This design comes from an exercise in tuning for small area, a short achievable clock period and few clock cycles per item on the open sky130 flow, not from production work. Function was checked by simulation only, so behaviour that the tests miss may differ from the original.

==> design/flow/config.mk <==
export PLATFORM = sky130hd
export DESIGN_NAME = qr_rs_decoder
export DESIGN_NICKNAME = qr_rs_decoder
export VERILOG_FILES = /design/flow/design.v
export SDC_FILE = /design/flow/constraint.sdc
export NUM_CORES = 8
export LEC_CHECK = 0
export CAP_MARGIN = 20
export CORE_MARGIN = 2
export CORE_UTILIZATION = 20
export PLACE_DENSITY = 0.45
export SLEW_MARGIN = 20
==> design/flow/constraint.sdc <==
create_clock -name core_clock -period 12.0 [get_ports {clk}]
set_input_delay 2.4000 -clock core_clock [delete_from_list [all_inputs] [get_ports {clk}]]
set_output_delay 2.4000 -clock core_clock [all_outputs]
set_load 0.01 [all_outputs]
==> design/flow/design.v <==
module qr_rs_decoder (
  input  wire         clk,
  input  wire         rst,
  input  wire         cmd_valid,
  output wire         cmd_ready,
  input  wire [7:0]   cmd_n,
  input  wire [4:0]   cmd_k,
  input  wire         in_valid,
  output wire         in_ready,
  input  wire [7:0]   in_data,
  output reg          res_valid,
  output reg  [1:0]   res_err,
  output reg  [2:0]   res_sub,
  output reg  [3:0]   res_nerr,
  output wire [119:0] res_eloc,
  output wire [119:0] res_emag
);
  localparam KMAX = 30;
  localparam [3:0] S_IDLE   = 4'd0,
                   S_INPUT  = 4'd1,
                   S_SYNCHK = 4'd2,
                   S_TEST   = 4'd3,
                   S_RED    = 4'd4,
                   S_END    = 4'd5,
                   S_CHIEN  = 4'd6,
                   S_FINISH = 4'd7;
  localparam [1:0] E_NONE = 2'd0, E_PARAM = 2'd1, E_CHECKSUM = 2'd2;
  function [7:0] gf_mul(input [7:0] a, input [7:0] b);
    integer i;
    reg [7:0] p, x;
    begin
      p = 8'h00;
      x = a;
      for (i = 0; i < 8; i = i + 1) begin
        if (b[i]) p = p ^ x;
        x = {x[6:0], 1'b0} ^ (x[7] ? 8'h1D : 8'h00);
      end
      gf_mul = p;
    end
  endfunction
  function [7:0] alpha_pow(input integer e);
    integer i;
    reg [7:0] x;
    begin
      x = 8'h01;
      for (i = 0; i < e; i = i + 1)
        x = {x[6:0], 1'b0} ^ (x[7] ? 8'h1D : 8'h00);
      alpha_pow = x;
    end
  endfunction
  function [7:0] gf_inv(input [7:0] a);
    begin
      case (a)
      8'h00: gf_inv = 8'h00;
      8'h01: gf_inv = 8'h01;
      8'h02: gf_inv = 8'h8E;
      8'h03: gf_inv = 8'hF4;
      8'h04: gf_inv = 8'h47;
      8'h05: gf_inv = 8'hA7;
      8'h06: gf_inv = 8'h7A;
      8'h07: gf_inv = 8'hBA;
      8'h08: gf_inv = 8'hAD;
      8'h09: gf_inv = 8'h9D;
      8'h0A: gf_inv = 8'hDD;
      8'h0B: gf_inv = 8'h98;
      8'h0C: gf_inv = 8'h3D;
      8'h0D: gf_inv = 8'hAA;
      8'h0E: gf_inv = 8'h5D;
      8'h0F: gf_inv = 8'h96;
      8'h10: gf_inv = 8'hD8;
      8'h11: gf_inv = 8'h72;
      8'h12: gf_inv = 8'hC0;
      8'h13: gf_inv = 8'h58;
      8'h14: gf_inv = 8'hE0;
      8'h15: gf_inv = 8'h3E;
      8'h16: gf_inv = 8'h4C;
      8'h17: gf_inv = 8'h66;
      8'h18: gf_inv = 8'h90;
      8'h19: gf_inv = 8'hDE;
      8'h1A: gf_inv = 8'h55;
      8'h1B: gf_inv = 8'h80;
      8'h1C: gf_inv = 8'hA0;
      8'h1D: gf_inv = 8'h83;
      8'h1E: gf_inv = 8'h4B;
      8'h1F: gf_inv = 8'h2A;
      8'h20: gf_inv = 8'h6C;
      8'h21: gf_inv = 8'hED;
      8'h22: gf_inv = 8'h39;
      8'h23: gf_inv = 8'h51;
      8'h24: gf_inv = 8'h60;
      8'h25: gf_inv = 8'h56;
      8'h26: gf_inv = 8'h2C;
      8'h27: gf_inv = 8'h8A;
      8'h28: gf_inv = 8'h70;
      8'h29: gf_inv = 8'hD0;
      8'h2A: gf_inv = 8'h1F;
      8'h2B: gf_inv = 8'h4A;
      8'h2C: gf_inv = 8'h26;
      8'h2D: gf_inv = 8'h8B;
      8'h2E: gf_inv = 8'h33;
      8'h2F: gf_inv = 8'h6E;
      8'h30: gf_inv = 8'h48;
      8'h31: gf_inv = 8'h89;
      8'h32: gf_inv = 8'h6F;
      8'h33: gf_inv = 8'h2E;
      8'h34: gf_inv = 8'hA4;
      8'h35: gf_inv = 8'hC3;
      8'h36: gf_inv = 8'h40;
      8'h37: gf_inv = 8'h5E;
      8'h38: gf_inv = 8'h50;
      8'h39: gf_inv = 8'h22;
      8'h3A: gf_inv = 8'hCF;
      8'h3B: gf_inv = 8'hA9;
      8'h3C: gf_inv = 8'hAB;
      8'h3D: gf_inv = 8'h0C;
      8'h3E: gf_inv = 8'h15;
      8'h3F: gf_inv = 8'hE1;
      8'h40: gf_inv = 8'h36;
      8'h41: gf_inv = 8'h5F;
      8'h42: gf_inv = 8'hF8;
      8'h43: gf_inv = 8'hD5;
      8'h44: gf_inv = 8'h92;
      8'h45: gf_inv = 8'h4E;
      8'h46: gf_inv = 8'hA6;
      8'h47: gf_inv = 8'h04;
      8'h48: gf_inv = 8'h30;
      8'h49: gf_inv = 8'h88;
      8'h4A: gf_inv = 8'h2B;
      8'h4B: gf_inv = 8'h1E;
      8'h4C: gf_inv = 8'h16;
      8'h4D: gf_inv = 8'h67;
      8'h4E: gf_inv = 8'h45;
      8'h4F: gf_inv = 8'h93;
      8'h50: gf_inv = 8'h38;
      8'h51: gf_inv = 8'h23;
      8'h52: gf_inv = 8'h68;
      8'h53: gf_inv = 8'h8C;
      8'h54: gf_inv = 8'h81;
      8'h55: gf_inv = 8'h1A;
      8'h56: gf_inv = 8'h25;
      8'h57: gf_inv = 8'h61;
      8'h58: gf_inv = 8'h13;
      8'h59: gf_inv = 8'hC1;
      8'h5A: gf_inv = 8'hCB;
      8'h5B: gf_inv = 8'h63;
      8'h5C: gf_inv = 8'h97;
      8'h5D: gf_inv = 8'h0E;
      8'h5E: gf_inv = 8'h37;
      8'h5F: gf_inv = 8'h41;
      8'h60: gf_inv = 8'h24;
      8'h61: gf_inv = 8'h57;
      8'h62: gf_inv = 8'hCA;
      8'h63: gf_inv = 8'h5B;
      8'h64: gf_inv = 8'hB9;
      8'h65: gf_inv = 8'hC4;
      8'h66: gf_inv = 8'h17;
      8'h67: gf_inv = 8'h4D;
      8'h68: gf_inv = 8'h52;
      8'h69: gf_inv = 8'h8D;
      8'h6A: gf_inv = 8'hEF;
      8'h6B: gf_inv = 8'hB3;
      8'h6C: gf_inv = 8'h20;
      8'h6D: gf_inv = 8'hEC;
      8'h6E: gf_inv = 8'h2F;
      8'h6F: gf_inv = 8'h32;
      8'h70: gf_inv = 8'h28;
      8'h71: gf_inv = 8'hD1;
      8'h72: gf_inv = 8'h11;
      8'h73: gf_inv = 8'hD9;
      8'h74: gf_inv = 8'hE9;
      8'h75: gf_inv = 8'hFB;
      8'h76: gf_inv = 8'hDA;
      8'h77: gf_inv = 8'h79;
      8'h78: gf_inv = 8'hDB;
      8'h79: gf_inv = 8'h77;
      8'h7A: gf_inv = 8'h06;
      8'h7B: gf_inv = 8'hBB;
      8'h7C: gf_inv = 8'h84;
      8'h7D: gf_inv = 8'hCD;
      8'h7E: gf_inv = 8'hFE;
      8'h7F: gf_inv = 8'hFC;
      8'h80: gf_inv = 8'h1B;
      8'h81: gf_inv = 8'h54;
      8'h82: gf_inv = 8'hA1;
      8'h83: gf_inv = 8'h1D;
      8'h84: gf_inv = 8'h7C;
      8'h85: gf_inv = 8'hCC;
      8'h86: gf_inv = 8'hE4;
      8'h87: gf_inv = 8'hB0;
      8'h88: gf_inv = 8'h49;
      8'h89: gf_inv = 8'h31;
      8'h8A: gf_inv = 8'h27;
      8'h8B: gf_inv = 8'h2D;
      8'h8C: gf_inv = 8'h53;
      8'h8D: gf_inv = 8'h69;
      8'h8E: gf_inv = 8'h02;
      8'h8F: gf_inv = 8'hF5;
      8'h90: gf_inv = 8'h18;
      8'h91: gf_inv = 8'hDF;
      8'h92: gf_inv = 8'h44;
      8'h93: gf_inv = 8'h4F;
      8'h94: gf_inv = 8'h9B;
      8'h95: gf_inv = 8'hBC;
      8'h96: gf_inv = 8'h0F;
      8'h97: gf_inv = 8'h5C;
      8'h98: gf_inv = 8'h0B;
      8'h99: gf_inv = 8'hDC;
      8'h9A: gf_inv = 8'hBD;
      8'h9B: gf_inv = 8'h94;
      8'h9C: gf_inv = 8'hAC;
      8'h9D: gf_inv = 8'h09;
      8'h9E: gf_inv = 8'hC7;
      8'h9F: gf_inv = 8'hA2;
      8'hA0: gf_inv = 8'h1C;
      8'hA1: gf_inv = 8'h82;
      8'hA2: gf_inv = 8'h9F;
      8'hA3: gf_inv = 8'hC6;
      8'hA4: gf_inv = 8'h34;
      8'hA5: gf_inv = 8'hC2;
      8'hA6: gf_inv = 8'h46;
      8'hA7: gf_inv = 8'h05;
      8'hA8: gf_inv = 8'hCE;
      8'hA9: gf_inv = 8'h3B;
      8'hAA: gf_inv = 8'h0D;
      8'hAB: gf_inv = 8'h3C;
      8'hAC: gf_inv = 8'h9C;
      8'hAD: gf_inv = 8'h08;
      8'hAE: gf_inv = 8'hBE;
      8'hAF: gf_inv = 8'hB7;
      8'hB0: gf_inv = 8'h87;
      8'hB1: gf_inv = 8'hE5;
      8'hB2: gf_inv = 8'hEE;
      8'hB3: gf_inv = 8'h6B;
      8'hB4: gf_inv = 8'hEB;
      8'hB5: gf_inv = 8'hF2;
      8'hB6: gf_inv = 8'hBF;
      8'hB7: gf_inv = 8'hAF;
      8'hB8: gf_inv = 8'hC5;
      8'hB9: gf_inv = 8'h64;
      8'hBA: gf_inv = 8'h07;
      8'hBB: gf_inv = 8'h7B;
      8'hBC: gf_inv = 8'h95;
      8'hBD: gf_inv = 8'h9A;
      8'hBE: gf_inv = 8'hAE;
      8'hBF: gf_inv = 8'hB6;
      8'hC0: gf_inv = 8'h12;
      8'hC1: gf_inv = 8'h59;
      8'hC2: gf_inv = 8'hA5;
      8'hC3: gf_inv = 8'h35;
      8'hC4: gf_inv = 8'h65;
      8'hC5: gf_inv = 8'hB8;
      8'hC6: gf_inv = 8'hA3;
      8'hC7: gf_inv = 8'h9E;
      8'hC8: gf_inv = 8'hD2;
      8'hC9: gf_inv = 8'hF7;
      8'hCA: gf_inv = 8'h62;
      8'hCB: gf_inv = 8'h5A;
      8'hCC: gf_inv = 8'h85;
      8'hCD: gf_inv = 8'h7D;
      8'hCE: gf_inv = 8'hA8;
      8'hCF: gf_inv = 8'h3A;
      8'hD0: gf_inv = 8'h29;
      8'hD1: gf_inv = 8'h71;
      8'hD2: gf_inv = 8'hC8;
      8'hD3: gf_inv = 8'hF6;
      8'hD4: gf_inv = 8'hF9;
      8'hD5: gf_inv = 8'h43;
      8'hD6: gf_inv = 8'hD7;
      8'hD7: gf_inv = 8'hD6;
      8'hD8: gf_inv = 8'h10;
      8'hD9: gf_inv = 8'h73;
      8'hDA: gf_inv = 8'h76;
      8'hDB: gf_inv = 8'h78;
      8'hDC: gf_inv = 8'h99;
      8'hDD: gf_inv = 8'h0A;
      8'hDE: gf_inv = 8'h19;
      8'hDF: gf_inv = 8'h91;
      8'hE0: gf_inv = 8'h14;
      8'hE1: gf_inv = 8'h3F;
      8'hE2: gf_inv = 8'hE6;
      8'hE3: gf_inv = 8'hF0;
      8'hE4: gf_inv = 8'h86;
      8'hE5: gf_inv = 8'hB1;
      8'hE6: gf_inv = 8'hE2;
      8'hE7: gf_inv = 8'hF1;
      8'hE8: gf_inv = 8'hFA;
      8'hE9: gf_inv = 8'h74;
      8'hEA: gf_inv = 8'hF3;
      8'hEB: gf_inv = 8'hB4;
      8'hEC: gf_inv = 8'h6D;
      8'hED: gf_inv = 8'h21;
      8'hEE: gf_inv = 8'hB2;
      8'hEF: gf_inv = 8'h6A;
      8'hF0: gf_inv = 8'hE3;
      8'hF1: gf_inv = 8'hE7;
      8'hF2: gf_inv = 8'hB5;
      8'hF3: gf_inv = 8'hEA;
      8'hF4: gf_inv = 8'h03;
      8'hF5: gf_inv = 8'h8F;
      8'hF6: gf_inv = 8'hD3;
      8'hF7: gf_inv = 8'hC9;
      8'hF8: gf_inv = 8'h42;
      8'hF9: gf_inv = 8'hD4;
      8'hFA: gf_inv = 8'hE8;
      8'hFB: gf_inv = 8'h75;
      8'hFC: gf_inv = 8'h7F;
      8'hFD: gf_inv = 8'hFF;
      8'hFE: gf_inv = 8'h7E;
      8'hFF: gf_inv = 8'hFD;
        default: gf_inv = 8'h00;
      endcase
    end
  endfunction
  reg [3:0] state;
  reg [7:0] n_r;
  reg [4:0] k_r;
  reg [7:0] cnt;
  reg [7:0] syn [0:KMAX-1];
  reg [4:0] sh;
  reg [7:0] r0 [0:KMAX];
  reg [7:0] r1 [0:KMAX];
  reg [7:0] t0 [0:15];
  reg [7:0] t1 [0:15];
  reg [7:0] invb;
  reg [7:0] sig [0:15];
  reg [7:0] omg [0:14];
  reg [3:0] sdeg;
  reg [4:0] rcnt;
  reg       den0;
  reg [7:0] eloc [0:14];
  reg [7:0] emag [0:14];
  assign cmd_ready = (state == S_IDLE);
  assign in_ready  = (state == S_INPUT);
  genvar g;
  generate
    for (g = 0; g < 15; g = g + 1) begin : g_out
      assign res_eloc[8*g +: 8] = eloc[g];
      assign res_emag[8*g +: 8] = emag[g];
    end
  endgenerate
  reg [4:0] deg_r0, deg_r1;
  reg [3:0] deg_t1;
  reg       r1_zero;
  integer di;
  always @* begin
    deg_r0 = 5'd0;
    deg_r1 = 5'd0;
    deg_t1 = 4'd0;
    r1_zero = 1'b1;
    for (di = 0; di <= KMAX; di = di + 1) begin
      if (r0[di] != 8'h00) deg_r0 = di[4:0];
      if (r1[di] != 8'h00) begin deg_r1 = di[4:0]; r1_zero = 1'b0; end
    end
    for (di = 0; di < 16; di = di + 1)
      if (t1[di] != 8'h00) deg_t1 = di[3:0];
  end
  wire [7:0] lead_r1 = r1[deg_r1];
  reg synz;
  integer zi;
  always @* begin
    synz = 1'b1;
    for (zi = 0; zi < KMAX; zi = zi + 1)
      if (zi < k_r && syn[zi] != 8'h00) synz = 1'b0;
  end
  reg [7:0] sig_sum, sig_odd, omg_sum;
  integer ci;
  always @* begin
    sig_sum = 8'h00;
    sig_odd = 8'h00;
    omg_sum = 8'h00;
    for (ci = 0; ci < 16; ci = ci + 1) begin
      sig_sum = sig_sum ^ sig[ci];
      if (ci % 2 == 1) sig_odd = sig_odd ^ sig[ci];
    end
    for (ci = 0; ci < 15; ci = ci + 1)
      omg_sum = omg_sum ^ omg[ci];
  end
  reg [7:0] inv_in;
  always @* begin
    case (state)
      S_TEST:  inv_in = lead_r1;
      S_END:   inv_in = t1[0];
      default: inv_in = sig_odd;
    endcase
  end
  wire [7:0] inv_out = gf_inv(inv_in);
  wire [7:0] red_s = gf_mul(lead_r1, invb);
  wire [7:0] forney_y = gf_mul(omg_sum, inv_out);
  integer i;
  always @(posedge clk) begin
    if (rst) begin
      state     <= S_IDLE;
      res_valid <= 1'b0;
    end else begin
      res_valid <= 1'b0;
      case (state)
        S_IDLE: begin
          if (cmd_valid) begin
            n_r <= cmd_n;
            k_r <= cmd_k;
            cnt <= 8'd0;
            if (cmd_n == 8'd0 || {3'b000, cmd_k} > cmd_n || cmd_k > KMAX) begin
              res_valid <= 1'b1;
              res_err   <= E_PARAM;
              res_sub   <= 3'd1;
              res_nerr  <= 4'd0;
            end else begin
              for (i = 0; i < KMAX; i = i + 1) syn[i] <= 8'h00;
              state <= S_INPUT;
            end
          end
        end
        S_INPUT: begin
          if (in_valid) begin
            for (i = 0; i < KMAX; i = i + 1)
              syn[i] <= gf_mul(syn[i], alpha_pow(i)) ^ in_data;
            cnt <= cnt + 8'd1;
            if (cnt == n_r - 8'd1) state <= S_SYNCHK;
          end
        end
        S_SYNCHK: begin
          if (synz) begin
            res_valid <= 1'b1;
            res_err   <= E_NONE;
            res_sub   <= 3'd0;
            res_nerr  <= 4'd0;
            state     <= S_IDLE;
          end else begin
            for (i = 0; i <= KMAX; i = i + 1) begin
              r0[i] <= (i == k_r) ? 8'h01 : 8'h00;
              r1[i] <= (i < k_r) ? syn[i] : 8'h00;
            end
            for (i = 0; i < 16; i = i + 1) begin
              t0[i] <= 8'h00;
              t1[i] <= (i == 0) ? 8'h01 : 8'h00;
            end
            state <= S_TEST;
          end
        end
        S_TEST: begin
          if ({deg_r1, 1'b0} >= {1'b0, k_r}) begin
            for (i = 0; i <= KMAX; i = i + 1) begin
              r0[i] <= r1[i];
              r1[i] <= r0[i];
            end
            for (i = 0; i < 16; i = i + 1) begin
              t0[i] <= t1[i];
              t1[i] <= t0[i];
            end
            invb  <= inv_out;
            sh    <= 5'd0;
            state <= S_RED;
          end else begin
            state <= S_END;
          end
        end
        S_RED: begin
          if (!r1_zero && deg_r1 >= deg_r0 - sh) begin
            if (deg_r0 < deg_r1) begin
              for (i = 0; i <= KMAX; i = i + 1)
                r0[i] <= (i > 0) ? r0[i - 1] : 8'h00;
              for (i = 0; i < 16; i = i + 1)
                t0[i] <= (i > 0) ? t0[i - 1] : 8'h00;
              sh <= sh + 5'd1;
            end else if (deg_r0 > deg_r1) begin
              for (i = 0; i <= KMAX; i = i + 1)
                r0[i] <= (i < KMAX) ? r0[i + 1] : 8'h00;
              for (i = 0; i < 16; i = i + 1)
                t0[i] <= (i < 15) ? t0[i + 1] : 8'h00;
              sh <= sh - 5'd1;
            end else begin
              for (i = 0; i <= KMAX; i = i + 1)
                r1[i] <= r1[i] ^ gf_mul(red_s, r0[i]);
              for (i = 0; i < 16; i = i + 1)
                t1[i] <= t1[i] ^ gf_mul(red_s, t0[i]);
            end
          end else if (sh != 5'd0) begin
            for (i = 0; i <= KMAX; i = i + 1)
              r0[i] <= (i < KMAX) ? r0[i + 1] : 8'h00;
            for (i = 0; i < 16; i = i + 1)
              t0[i] <= (i < 15) ? t0[i + 1] : 8'h00;
            sh <= sh - 5'd1;
          end else begin
            state <= S_TEST;
          end
        end
        S_END: begin
          if (t1[0] == 8'h00) begin
            res_valid <= 1'b1;
            res_err   <= E_CHECKSUM;
            res_sub   <= 3'd3;
            res_nerr  <= 4'd0;
            state     <= S_IDLE;
          end else if (deg_t1 == 4'd0) begin
            res_valid <= 1'b1;
            res_err   <= E_CHECKSUM;
            res_sub   <= 3'd5;
            res_nerr  <= 4'd0;
            state     <= S_IDLE;
          end else begin
            for (i = 0; i < 16; i = i + 1)
              sig[i] <= gf_mul(inv_out, t1[i]);
            for (i = 0; i < 15; i = i + 1)
              omg[i] <= gf_mul(inv_out, r1[i]);
            sdeg  <= deg_t1;
            rcnt  <= 5'd0;
            den0  <= 1'b0;
            cnt   <= 8'd0;
            state <= S_CHIEN;
          end
        end
        S_CHIEN: begin
          if (sig_sum == 8'h00) begin
            if (sig_odd == 8'h00) den0 <= 1'b1;
            if (rcnt < 5'd15) begin
              eloc[rcnt[3:0]] <= n_r - 8'd1 - cnt;
              emag[rcnt[3:0]] <= forney_y;
            end
            rcnt <= rcnt + 5'd1;
          end
          for (i = 0; i < 16; i = i + 1)
            sig[i] <= gf_mul(sig[i], alpha_pow((255 - i) % 255));
          for (i = 0; i < 15; i = i + 1)
            omg[i] <= gf_mul(omg[i], alpha_pow((255 - i) % 255));
          cnt <= cnt + 8'd1;
          if (cnt == n_r - 8'd1) state <= S_FINISH;
        end
        S_FINISH: begin
          res_valid <= 1'b1;
          res_nerr  <= rcnt[3:0];
          if (rcnt != {1'b0, sdeg}) begin
            res_err <= E_CHECKSUM;
            res_sub <= 3'd4;
          end else if (den0) begin
            res_err <= E_CHECKSUM;
            res_sub <= 3'd6;
          end else begin
            res_err <= E_NONE;
            res_sub <= 3'd0;
          end
          state <= S_IDLE;
        end
        default: state <= S_IDLE;
      endcase
    end
  end
endmodule
==> design/flow/run.sh <==
#!/bin/bash
# synth_recipe.tcl (not shown) runs the flow's synth.tcl, then flattens the netlist and writes it again
# the make line also repeats each setting of config.mk as NAME=value (left out here)
make -C /OpenROAD-flow-scripts/flow DESIGN_CONFIG=/design/flow/config.mk WORK_HOME=/design/flow/orfs CLKGATE_MAP_FILE= SYNTH_SCRIPT=/design/flow/synth_recipe.tcl finish
==> results.yml <==
route:
  wl_met1_um: 337000
  top_layer: "met5"
  drt_iter0_drc: 21159
  vias: 148578
  met3_length_um: 91100
  avgViaCountPerCell: 5.05
  dr.pass1.iters: 8
  drc: 0
  postRouteAntennaNets: 0
  wl_met2_um: 355000
  routedWlPerCell_um: 28.3
  drt_wl_total_um: 832000
yosys:
  ys_warn_count: 8
  ys_async_sr_fraction: 0
  ys_ff_latch: 1537
  yosysSeqAreaShare: 0.289
  ys_top_cells_by_area: "edfxtp_1 29%, xnor2_1 23%, nand2_1 12%"
  netlist_instances: 19476
  synth_top_area_frac: 0.288
  synth_area_mm2: 0.160
  synth_edf_count: 1533
  syn_avg_cell_area_um2: 8.20
  syn_nets: 19585
  synthFlopType: "edfxtp_1"
  ys_types: 129
  synth_top_cell_by_area: "edfxtp_1"
critical_path:
  worst_path_most_repeated_cell: "buf_4"
  r2r_start: "r1[2][6]"
  r2r-end: "sig[2][4]"
  critical_path_class: "flop to flop"
  worstSetupStartpointType: "flop"
  cpMaxStageDelayCell: "edfxtp_1"
  crit_arrival_ps: 12350
  endpoint_kind: "flop"
  slowest_delay_ps: 810
  r2r_cells: 28
  worst_ep_required_time_ps: 12620
  crit_fanout: 65
  r2r_slack_ps: 270
sta:
  finalCritPeriodShare: 0.977
  grt_setup_unrepaired: "false"
  tns_ps: 0
  setup_viol: 0
  slew_headroom: 0.157
  finalHoldWorstSlack_ps: 592
  fin_crit_ps: 11730
  hold_viol: 0
  fin_worst_skew_ps: 145
  tightestPinTransition_ps: 1260
  drv_slew: 0
  clock.fmax_mhz: 85.3
clocking:
  cts_sinks: 1537
  cts_tree: "built"
  root_buffer: "clkbuf_16"
  cts_buffer_depth: 4
  h-tree-depth: 4
  cts_setup_buffers: 0
  clk_pin_slew_ps: 70
  cts_buffers: 209
  clock_latency_ps: 1040
finish:
  final_nets: 18802
  syn2layout_area_growth_pct: 13.4
  drive_gt1_frac: 0.0625
  num-fill-cells: 87039
  multi_input_area_mm2: 0.106
  post-route-util: 0.227
  stdcell_area_mm2: 0.181
  seq_area_mm2: 0.0461
worst_hold_path:
  min-delay-path-class: "flop to flop"
  hp-start: "t1[14][0]"
  min_to: "t0[14][0]"
  hold_path_depth: 2
die:
  fp.dieH_um: 898
  die_area_mm2: 0.806
  fp.coreArea_mm2: 0.797
  ioPinCount: 277
  rows: 328
  die_x_um: 898
  initial_core_util: 0.200
grt:
  antenna_found_initial: 60
  grt_max_degree: 169
  grt_usage: 0.195
  grt_pass1_wl_um: 1150000
  grt_overflow_total: 0
  grt_pass1_vias: 139278
placed_design:
  dp_hpwl_um: 542000
  place_area_mm2: 0.175
  place_congestion: 0.962
  port_buffers: 276
flow_run:
  maxCapViolCount: 0
outcome:
  status: "finished clean"
per-layer routing:
layer	vias to the layer above	track usage
li1	63537	-
met1	73575	0.259
met2	9439	0.297
met3	2001	0.0455
met4	26	0.0989
met5	-	0
cell usage after synthesis, types with 23 or more instances:
cell type	instances
nand2_1	4944
xnor2_1	4126
edfxtp_1	1533
clkbuf_1	1445
o21ai_0	1310
xor2_1	1012
nor2_1	837
a21oi_1	575
a22oi_1	549
mux2i_1	463
xnor3_1	306
buf_2	242
buf_1	186
o21ai_1	166
nor4_1	158
inv_1	147
nand3_1	106
nor3_1	93
ha_1	82
a22o_1	75
a221oi_1	66
a211oi_1	65
or4_1	63
nor4b_1	52
a31oi_1	49
nand4_1	46
a32oi_1	44
o211ai_1	42
and3_1	40
buf_4	37
o22ai_1	36
a21o_1	31
and2_1	30
o221ai_1	28
nand2b_1	25
o31ai_1	23
state kept, by name (all words and copies together) (netlist names), 8 cells and up:
register  flops
r1          248
n_r           8
r0          248
syn         240
emag        120
invb          8
t1          128
eloc        120
omg         120
cnt           8
t0          128
sig         128
critical path: cells and delay by family, from the launching register on:
kind	cells	cell delay (ps)
compound gates	11	3000
xor+xnor	3	800
buf+inv	5	2190
fa+ha+maj	2	920
simple gates	7	3540
flops	1	810
final cells by class:
class / instances / area share
clock buffer: 254 / 0.0300
inverter: 157 / 0.00336
tap: 10560 / 0.0729
clock inverter: 112 / 0.00610
sequential: 1537 / 0.255
antenna: 30 / 0.000414
timing repair buffer: 926 / 0.0466
multi-input combinational: 15862 / 0.586
metrics by stage:
| stage | std cells | worst slack (ps) |
|---|---|---|
| after floorplan | 19476 | 568 |
| after global placement | 29039 | -99.2 |
| after detailed placement | 29042 | 558 |
| after CTS | 29408 | 384 |
| after global routing | 29412 | 209 |
| final | 29438 | 273 |
cells by family (layout without fill, tap and decap cells):
logic type,after synthesis,in the layout,synth area share
flip-flops,1537,1537,0.289
other,0,30,0
AO/OA/AOI/OAI,3337,3337,0.130
XOR/XNOR,5473,5473,0.328
adder cells (fa/ha/maj),85,85,0.00673
multiplexers,466,466,0.0292
buffers and inverters,2077,1449,0.0520
AND/OR/NAND/NOR,6501,6501,0.166
cells in the final DEF (no fill, tap or decap), types with 30 or more instances in the layout:
master              n
nor3_1             86
a22o_1             74
nor4_1            151
mux2i_1           463
clkbuf_16         211
buf_12             64
nor2_1            821
a221oi_1           66
buf_4             593
ha_1               82
inv_1             144
nand3_1           106
xor2_1           1009
a21oi_1           573
diode_2            30
a31oi_1            48
or4_1              63
a22oi_1           549
nand4_1            46
xnor2_1          4110
edfxtp_1         1533
o211ai_1           42
clkbuf_1           43
nor4b_1            51
nand2_1          4931
xnor3_1           296
clkinv_1           43
clkdlybuf4s50_1   268
a21o_1             31
o21ai_1           166
and3_1             36
a211oi_1           63
o22ai_1            36
a32oi_1            44
o21ai_0          1310
worst max-delay path by stage:
stage                     startpoint         to  slack, ps
after detailed placement    r1[2][6]  sig[2][4]        560
after global placement      r1[9][6]  sig[7][4]       -100
after global routing        r1[2][6]  sig[2][4]        210
final                       r1[2][6]  sig[2][4]        270
after floorplan             r0[3][7]   r1[0][0]        570
after CTS                   r1[2][6]  sig[2][4]        380
repair_timing:
item                                   4_1_cts  5_1_grt
hold buffers                                 0        0
endpoints found under the hold margin        0        0
setup endpoints to repair                    0        6
resized for setup                            0        1
Testbench counts, summed over its fixed seeds: cycles 48,608, blocks 240.

-- port drivers added, routing unchanged --
The results above use ideal ports. As a check the final layout listed here was re-extracted and re-timed, cells and wires unchanged.
Step 1 assumes that a clkbuf_16 drives the clock port and a buf_2 every other input.
Step 2 moves the port delays by t, midway between the first and last clock arrival at a register: inputs arrive t later, outputs are due t later. That takes back most of the time a late clock gives input paths.
Three values: ideal ports, drivers, drivers and shift; two values: the first two.
shift t [ns]: 1.102
setup WS [ns]: 0.273 / 0.273 / 0.273
latest minus earliest clock arrival (ns): 0.144 / 0.144
worst register clock-pin slew, ns: 0.07 / 0.07
After both steps setup and hold are still met in this run. The setup slack of this run moves by 0.000 ns with the drivers and by 0.000 ns with both steps.
